From an optimization exercise on the open Yosys and OpenROAD flow, aimed at small area, a short achievable clock period and few clock cycles; shortcuts taken in it are not production practice.
Where RTL was checked, it was by simulation tests only, not by an equivalence proof against the original.
Power figures rest on the tool's default switching activity, not on a simulated workload.

==> flow/design.v (excerpt) <==
module kb_report_encoder (
    input  wire        clk,
    input  wire        rst,
    input  wire        start,
    input  wire [95:0] deb,
    output wire        ready,
    output reg         done,
    output reg  [63:0] report,
    output wire        changed
);
Size: ~94 flip-flops, roughly 170 I/O pins, about 8600 um2 of cells after synthesis.
clock: 5.0 ns
lec_check: 0
abc_area: 1
cap_margin: 20
core_margin: 2
core_utilization: 55
setup_slack_margin: 2.3
slew_margin: 20
standard.sh (not shown) runs the stock make flow with config.mk's settings and CLKGATE_MAP_FILE= SYNTH_SCRIPT=/design/flow/synth_recipe.tcl, a recipe that flattens the netlist after the stock synthesis.
==> flow/flow/run.sh <==
#!/bin/bash
# The standard layout (standard.sh), with every input and output port still
# buffered, but with a plain buffer cell (buf_1) instead of the resizer's
# default choice (a delay buffer, clkdlybuf4s50_1).
set -euo pipefail
export BUFFER_PORTS_ARGS="-buffer_cell sky130_fd_sc_hd__buf_1"
bash standard.sh > standard_flow.log 2>&1
The baseline completed with no timing, DRC or antenna violations.
Testbench counts at the start, summed over its fixed seeds: cycles 5,590.
Then changed:
- SETUP_SLACK_MARGIN: 2.3 -> 0.8
Sequential share of layout area is higher by 5.1 points.
Hold slack loses 0.039 ns.
Power is lower by 8.8%.
Utilization is lower by 16 points.
Sequential power is lower by about 1%.
Worst setup slack loses 0.81 ns.
Cell area is lower by 20%.
Then changed:
- SETUP_SLACK_MARGIN: 0.8 -> 1.6
After rerunning: Via count is higher by 2.4%. Area after synthesis does not change. Sequential share of layout area came out lower by 1.8 points. Worst setup slack gains 0.60 ns. Register-to-register slack improved by 0.60 ns. Die area stays the same. Utilization went up by 4.9 points. Power climbs by 5.5%. Wire length rose by 4.0%. Design area rose by 7.8%.

========
Setup of JK:
Another version of the RTL of kb_report_encoder (not shown whole).
For scale: ~1100 cells after synthesis, roughly 170 I/O pins.
Settings: LEC_CHECK=0, ABC_AREA=1, CAP_MARGIN=5, CORE_MARGIN=2, CORE_UTILIZATION=55, SLEW_MARGIN=5; clock period 5.0 ns.
run.sh (not shown) runs the stock make flow with config.mk's settings and CLKGATE_MAP_FILE= SYNTH_SCRIPT=/design/flow/synth_recipe.tcl, a recipe that flattens the netlist after the stock synthesis.
Stock flow here: none of the scripts above is used.
Testbench counts of JK, summed over its fixed seeds: cycles 5,590.
Here is what was changed in the inputs of MS compared with JK.
Settings: swapping 5 for 20 in SLEW_MARGIN; swapping 5 for 20 in CAP_MARGIN.
==> summary.txt <==
MS vs. JK: total number of vias neither gained nor lost much, post-route fraction of the period consumed by the critical path neither gained nor lost much.
[compare] base=JK new=MS: transition time at the pin with the least slew margin did not really move; total power did not really move; number of antenna violations at the first check in global routing did not really move; residual DRC count did not really move.
Comparing JK with MS, the buffer count excluding the clock tree in the final layout came out essentially unchanged.
## Diff of input files: AL against MS
==> flow/flow/run.sh (new file) <==
#!/bin/bash
# The standard layout (standard.sh), with every input and output port still
# buffered, but with a plain buffer cell (buf_1) instead of the resizer's
# default choice (a delay buffer, clkdlybuf4s50_1).
set -euo pipefail
export BUFFER_PORTS_ARGS="-buffer_cell sky130_fd_sc_hd__buf_1"
bash standard.sh > standard_flow.log 2>&1
==> flow/standard.sh (new file) <==
#!/bin/bash
# synth_recipe.tcl (not shown) runs the flow's synth.tcl, then flattens the netlist and writes it again
# the make line also repeats each setting of config.mk as NAME=value (left out here)
make -C /OpenROAD-flow-scripts/flow DESIGN_CONFIG=/design/flow/config.mk WORK_HOME=/design/flow/orfs CLKGATE_MAP_FILE= SYNTH_SCRIPT=/design/flow/synth_recipe.tcl "${@:-finish}"
removed: flow/run.sh
[summary]
AL finished end to end and its layout was clean on timing, DRC and antenna. Slowest library cell on the worst path = clkdlybuf4s50_1: MS; slowest library cell on the worst path = and2_1: AL. On non-clock buffer count, the lower figure sits with AL, not MS. Delta (AL minus MS): power went down by 150 µW, global-route wire length before repair dropped 1400 µm.

========
## the previous run
Another version of the RTL of kb_report_encoder (not shown whole).
Size: roughly 95 flip-flops, roughly 8700 µm² of cells after synthesis.
Settings: LEC_CHECK=0, ABC_AREA=1, CAP_MARGIN=20, CORE_MARGIN=2, CORE_UTILIZATION=55, SETUP_SLACK_MARGIN=1.6, SLEW_MARGIN=20; clock period 5.0 ns.
standard.sh (not shown) runs the stock make flow with config.mk's settings and CLKGATE_MAP_FILE= SYNTH_SCRIPT=/design/flow/synth_recipe.tcl, a recipe that flattens the netlist after the stock synthesis.
==> flow/flow/run.sh <==
#!/bin/bash
# The standard layout (standard.sh), with every input and output port still
# buffered, but with a plain buffer cell (buf_1) instead of the resizer's
# default choice (a delay buffer, clkdlybuf4s50_1).
set -euo pipefail
export BUFFER_PORTS_ARGS="-buffer_cell sky130_fd_sc_hd__buf_1"
bash standard.sh > standard_flow.log 2>&1
The previous run finished every stage and its layout cleared the timing, design-rule and antenna checks.
Input-level comparison between the current run and the previous run:
==> flow/flow/run.sh <==
#!/bin/bash
# The standard layout (standard.sh), with every input and output port still
# buffered, but with a plain buffer cell (buf_1) instead of the resizer's
# default choice (a delay buffer, clkdlybuf4s50_1). After the timing repair
# at global route, gates off the critical paths are downsized (RECOVER_POWER).
set -euo pipefail
export RECOVER_POWER=100
export BUFFER_PORTS_ARGS="-buffer_cell sky130_fd_sc_hd__buf_1"
bash standard.sh > standard_flow.log 2>&1
## What came out
Comparing the two runs side by side, the current run comes out behind the previous run on wire length. Taking the previous run as the reference, in the current run cell area went down, power drawn by the clock network did not really move, number of inserted filler cells in the final layout went up, register share of total power went up.
Function was not checked in any run of this note: the RTL went through the layout flow alone.

========
job 8917:
kb_report_encoder, a different RTL version from the one above (not shown whole).
Size in the first run: ~85 flip-flops, roughly 8200 um^2 of cells after synthesis.
Design kb_report_encoder, start of the top module:
module kb_report_encoder (
    input  wire        clk,
    input  wire        rst,
    input  wire        start,
    input  wire [95:0] deb,
    output wire        ready,
    output reg         done,
    output reg  [63:0] report,
    output wire        changed
);
==> flow/config.mk <==
export PLATFORM = sky130hd
export DESIGN_NAME = kb_report_encoder
export DESIGN_NICKNAME = kb_report_encoder
export VERILOG_FILES = /design/flow/design.v
export SDC_FILE = /design/flow/constraint.sdc
export NUM_CORES = 4
export LEC_CHECK = 0
export ABC_AREA = 1
export CAP_MARGIN = 20
export CORE_MARGIN = 2
export CORE_UTILIZATION = 55
export CTS_BUF_LIST = sky130_fd_sc_hd__clkbuf_4 sky130_fd_sc_hd__clkbuf_8
export SETUP_SLACK_MARGIN = 1.6
export SLEW_MARGIN = 20
==> flow/constraint.sdc <==
create_clock -name core_clock -period 5.0 [get_ports {clk}]
set_input_delay 1.0000 -clock core_clock [delete_from_list [all_inputs] [get_ports {clk}]]
set_output_delay 1.0000 -clock core_clock [all_outputs]
set_load 0.01 [all_outputs]
==> flow/flow/run.sh <==
#!/bin/bash
# The standard layout (standard.sh), with every input and output port still
# buffered, but with a plain buffer cell (buf_1) instead of the resizer's
# default choice (a delay buffer, clkdlybuf4s50_1).
set -euo pipefail
export BUFFER_PORTS_ARGS="-buffer_cell sky130_fd_sc_hd__buf_1"
bash standard.sh > standard_flow.log 2>&1
Job 8917: PASS, flow complete, no timing, DRC or antenna violations
Testbench counts of job 8917, summed over its fixed seeds: cycles 5,590.
> inputs changed (job 8917 -> job 385)
Settings: SETUP_SLACK_MARGIN now 1.8, was 1.6; CTS_BUF_LIST no longer set, was sky130_fd_sc_hd__clkbuf_4 sky130_fd_sc_hd__clkbuf_8; PLACE_DENSITY now 0.8, previously not set.
### Flow results
- Summary: with job 8917 as the reference, non-clock buffer count in job 385 moved up by more than 10%.
- Job 385 does worse than job 8917 on routed wire length.
- On area of all placed cells without fillers: between job 8917 and job 385, it ends up lower for job 8917.
- Summary of the comparison: minimum period implied by the final worst setup slack is lower in job 385, relative to job 8917.
- On routing usage on met2: job 385 sits above job 8917.
- Largest net degree at the start of global routing of job 385 falls short of that of job 8917 by a few percent.
- Summary of the comparison: required time of the worst setup path is lower in job 385, relative to job 8917.
Changes in job 9548 relative to job 385:
Settings: PLACE_DENSITY removed (was 0.8); SETUP_SLACK_MARGIN changed from 1.8 to 1.6.
==> flow/flow/run.sh <==
#!/bin/bash
# The standard layout (standard.sh), with two changes in how it is made:
#  - every input and output port is still buffered, but with a plain buffer
#    cell (buf_1) instead of the resizer's default choice (a delay buffer);
#  - synthesis maps the logic with flow/abc_area.script, an area-oriented ABC
#    script (dc2; dch -f; map -a), in place of ORFS's abc_area.script. The
#    rest of synthesis (synth_recipe.tcl, its registers and names) is unchanged.
set -euo pipefail
here=$(pwd)
rm -rf "$here/scripts_copy"
cp -r "$FLOW_HOME/scripts" "$here/scripts_copy"
cp "$here/flow/abc_area.script" "$here/scripts_copy/abc_area.script"
export SCRIPTS_DIR="$here/scripts_copy"
export BUFFER_PORTS_ARGS="-buffer_cell sky130_fd_sc_hd__buf_1"
bash standard.sh > standard_flow.log 2>&1
==> flow/flow/abc_area.script (new file) <==
strash
dc2
dch -f
map -a
topo
stime -c
buffer -c
upsize -c
dnsize -c
## What came out
Comparing the two runs side by side, job 9548 comes out behind job 385 on fmax. Job 9548 gives more final clock period utilization by the worst path than job 385 did. Max cell area after layout across job 385 and job 9548: job 9548. Compared with job 385, job 9548 shows via count that has gone up by a few percent.

========
Setup of job 101:
Starting RTL as in the previous note.
## kb_report_encoder
module kb_report_encoder (
    input  wire        clk,
    input  wire        rst,
    input  wire        start,
    input  wire [95:0] deb,
    output wire        ready,
    output reg         done,
    output reg  [63:0] report,
    output wire        changed
);
    wire L = deb[95];
    reg        busy;
    reg  [2:0] ph;
    reg  [12:0] gtr;     
    reg  [5:1] qst;     
    reg        valid, diffa, diffb;
    wire p0 = ~busy;
    wire active = busy | start;
    wire cont;          
    wire n0 = (deb[0] & ~L);
    wire n1 = deb[1];
    wire n2 = deb[2];
    wire n3 = deb[3];
    wire n4 = deb[6];
    wire n5 = deb[7];
    wire n6 = deb[8];
    wire n7 = (deb[9] & ~L);
    wire n8 = deb[10];
    wire n9 = deb[12];
    wire n10 = deb[13];
    wire n11 = deb[14];
    wire n12 = deb[15];
    wire n13 = deb[16];
    wire n14 = deb[18];
    wire n15 = deb[19];
    wire n16 = deb[20];
    wire n17 = deb[21];
    wire n18 = (deb[22] & ~L);
    wire n19 = deb[24];
    wire n20 = deb[25];
    wire n21 = deb[26];
    wire n22 = deb[27];
    wire n23 = deb[28];
    wire n24 = deb[30];
    wire n25 = deb[31];
    wire n26 = deb[32];
    wire n27 = deb[33];
    wire n28 = deb[34];
    wire n29 = (deb[35] & ~L);
    wire n30 = deb[36];
    wire n31 = deb[37];
    wire n32 = deb[38];
    wire n33 = deb[39];
    wire n34 = deb[40];
    wire n35 = deb[42];
    wire n36 = deb[43];
    wire n37 = deb[44];
    wire n38 = deb[45];
    wire n39 = deb[46];
    wire n40 = deb[48];
    wire n41 = deb[49];
    wire n42 = deb[50];
    wire n43 = deb[51];
    wire n44 = deb[52];
    wire n45 = deb[54];
    wire n46 = deb[55];
    wire n47 = deb[56];
  ...
Settings: LEC_CHECK=0, ABC_AREA=1, CAP_MARGIN=20, CORE_MARGIN=2, CORE_UTILIZATION=55, PLACE_DENSITY=0.8, SETUP_SLACK_MARGIN=1.6, SLEW_MARGIN=20; clock period 5.0 ns.
==> flow/flow/run.sh <==
#!/bin/bash
# The standard layout (standard.sh), with every input and output port still
# buffered, but with a plain buffer cell (buf_1) instead of the resizer's
# default choice (a delay buffer, clkdlybuf4s50_1).
set -euo pipefail
export BUFFER_PORTS_ARGS="-buffer_cell sky130_fd_sc_hd__buf_1"
bash standard.sh > standard_flow.log 2>&1
Job 101 ran to completion and came out clean on the timing, design-rule and antenna checks.
Testbench counts of job 101, summed over its fixed seeds: cycles 5,590.
Here is what was changed in the inputs of job 102 compared with job 101.
Settings: swapping 0.8 for 0.9 in PLACE_DENSITY.
Job 102: full flow OK, the timing, design-rule and antenna checks passed. Maximum vdd ir drop, job 102 and job 101, lower one = job 101. | maximum single-stage delay on the critical path | job 102 vs job 101 | ≈ equal |. The final reports for job 102 and job 101 show maximum fanout along the worst path lower in the former. Re overall power consumption: job 102 and job 101 aren't equal, and the higher value belongs to job 102. When job 102 is set beside job 101, its ratio of routed vias to standard cells turns out to be about 4% larger. In the tables for job 102 and job 101, setup slack of the critical path after layout reads higher with job 101. Highest clock frequency the design can meet: job 102 lower than job 101. Going from job 101 to job 102, final critical-path share of the clock period rose by 1.4 points, async set-reset flop share out of synthesis stayed essentially flat, clock network area share rose by 0.18 points, area of all placed cells without fillers rose by 94 sq um.
diff inputs: job 102 => job 103
Settings: PLACE_DENSITY removed (was 0.9); SETUP_SLACK_MARGIN changed from 1.6 to 1.35.
[summary]
- Largest stage delay on the critical path: job 103 vs job 102 up 0.03 ns
- Re sum of internal, switching and leakage power: job 102 and job 103 aren't equal, and the lower value belongs to job 103.
- Job 103 gives less design area than job 102 did.
- Looking at normalized max-slew margin, job 103 sits 13 points higher than job 102 does.

[re-timing with driven ports]
The results above use ideal ports. As a check the final layouts listed here were re-extracted and re-timed, cells and wires unchanged. Step 1: set_driving_cell puts a clkbuf_16 on clk and a buf_2 on each other input, an assumption about the parent block. Step 2 moves the port delays by t, midway between the first and last clock arrival at a register: inputs arrive t later, outputs are due t later. That takes back most of the time a late clock gives input paths. Three values: ideal ports, drivers, drivers and shift; two values: the first two.
run | t, ns | setup slack, ns | hold slack, ns | cell pins on the clock port's net
the first run of note 1 | 0.407 | 1.806 / 1.787 / 1.380 | 0.546 / 0.546 / 0.546 | 1
the second run of note 1 | 0.406 | 0.994 / 0.994 / 0.680 | 0.507 / 0.507 / 0.507 | 1
the third run of note 1 | 0.402 | 1.592 / 1.592 / 1.208 | 0.514 / 0.514 / 0.514 | 1
JK | 0.396 | 0.327 / 0.338 / -0.058 | 0.527 / 0.527 / 0.527 | 1
MS | 0.396 | 0.327 / 0.338 / -0.058 | 0.527 / 0.527 / 0.527 | 1
AL | 0.393 | 0.302 / 0.319 / -0.074 | 0.498 / 0.498 / 0.498 | 1
the previous run | 0.409 | 1.697 / 1.710 / 1.301 | 0.541 / 0.541 / 0.541 | 1
the current run | 0.409 | 0.958 / 0.971 / 0.561 | 0.542 / 0.542 / 0.542 | 1
job 8917 | 0.415 | 1.583 / 1.596 / 1.181 | 0.540 / 0.540 / 0.540 | 1
job 385 | 0.390 | 1.815 / 1.837 / 1.447 | 0.527 / 0.527 / 0.527 | 1
job 9548 | 0.406 | 0.334 / 0.334 / -0.011 | 0.547 / 0.547 / 0.547 | 1
job 101 | 0.404 | 1.720 / 1.744 / 1.339 | 0.529 / 0.529 / 0.529 | 1
job 102 | 0.393 | 1.651 / 1.670 / 1.278 | 0.545 / 0.545 / 0.545 | 1
job 103 | 0.396 | 1.480 / 1.500 / 1.104 | 0.538 / 0.538 / 0.538 | 1
Met with ideal ports but missed after step 2: setup timing in JK, MS, AL and job 9548. The setup slack of the first run of note 1, which loses most, moves by -0.019 ns with the drivers and by -0.426 ns with both steps.
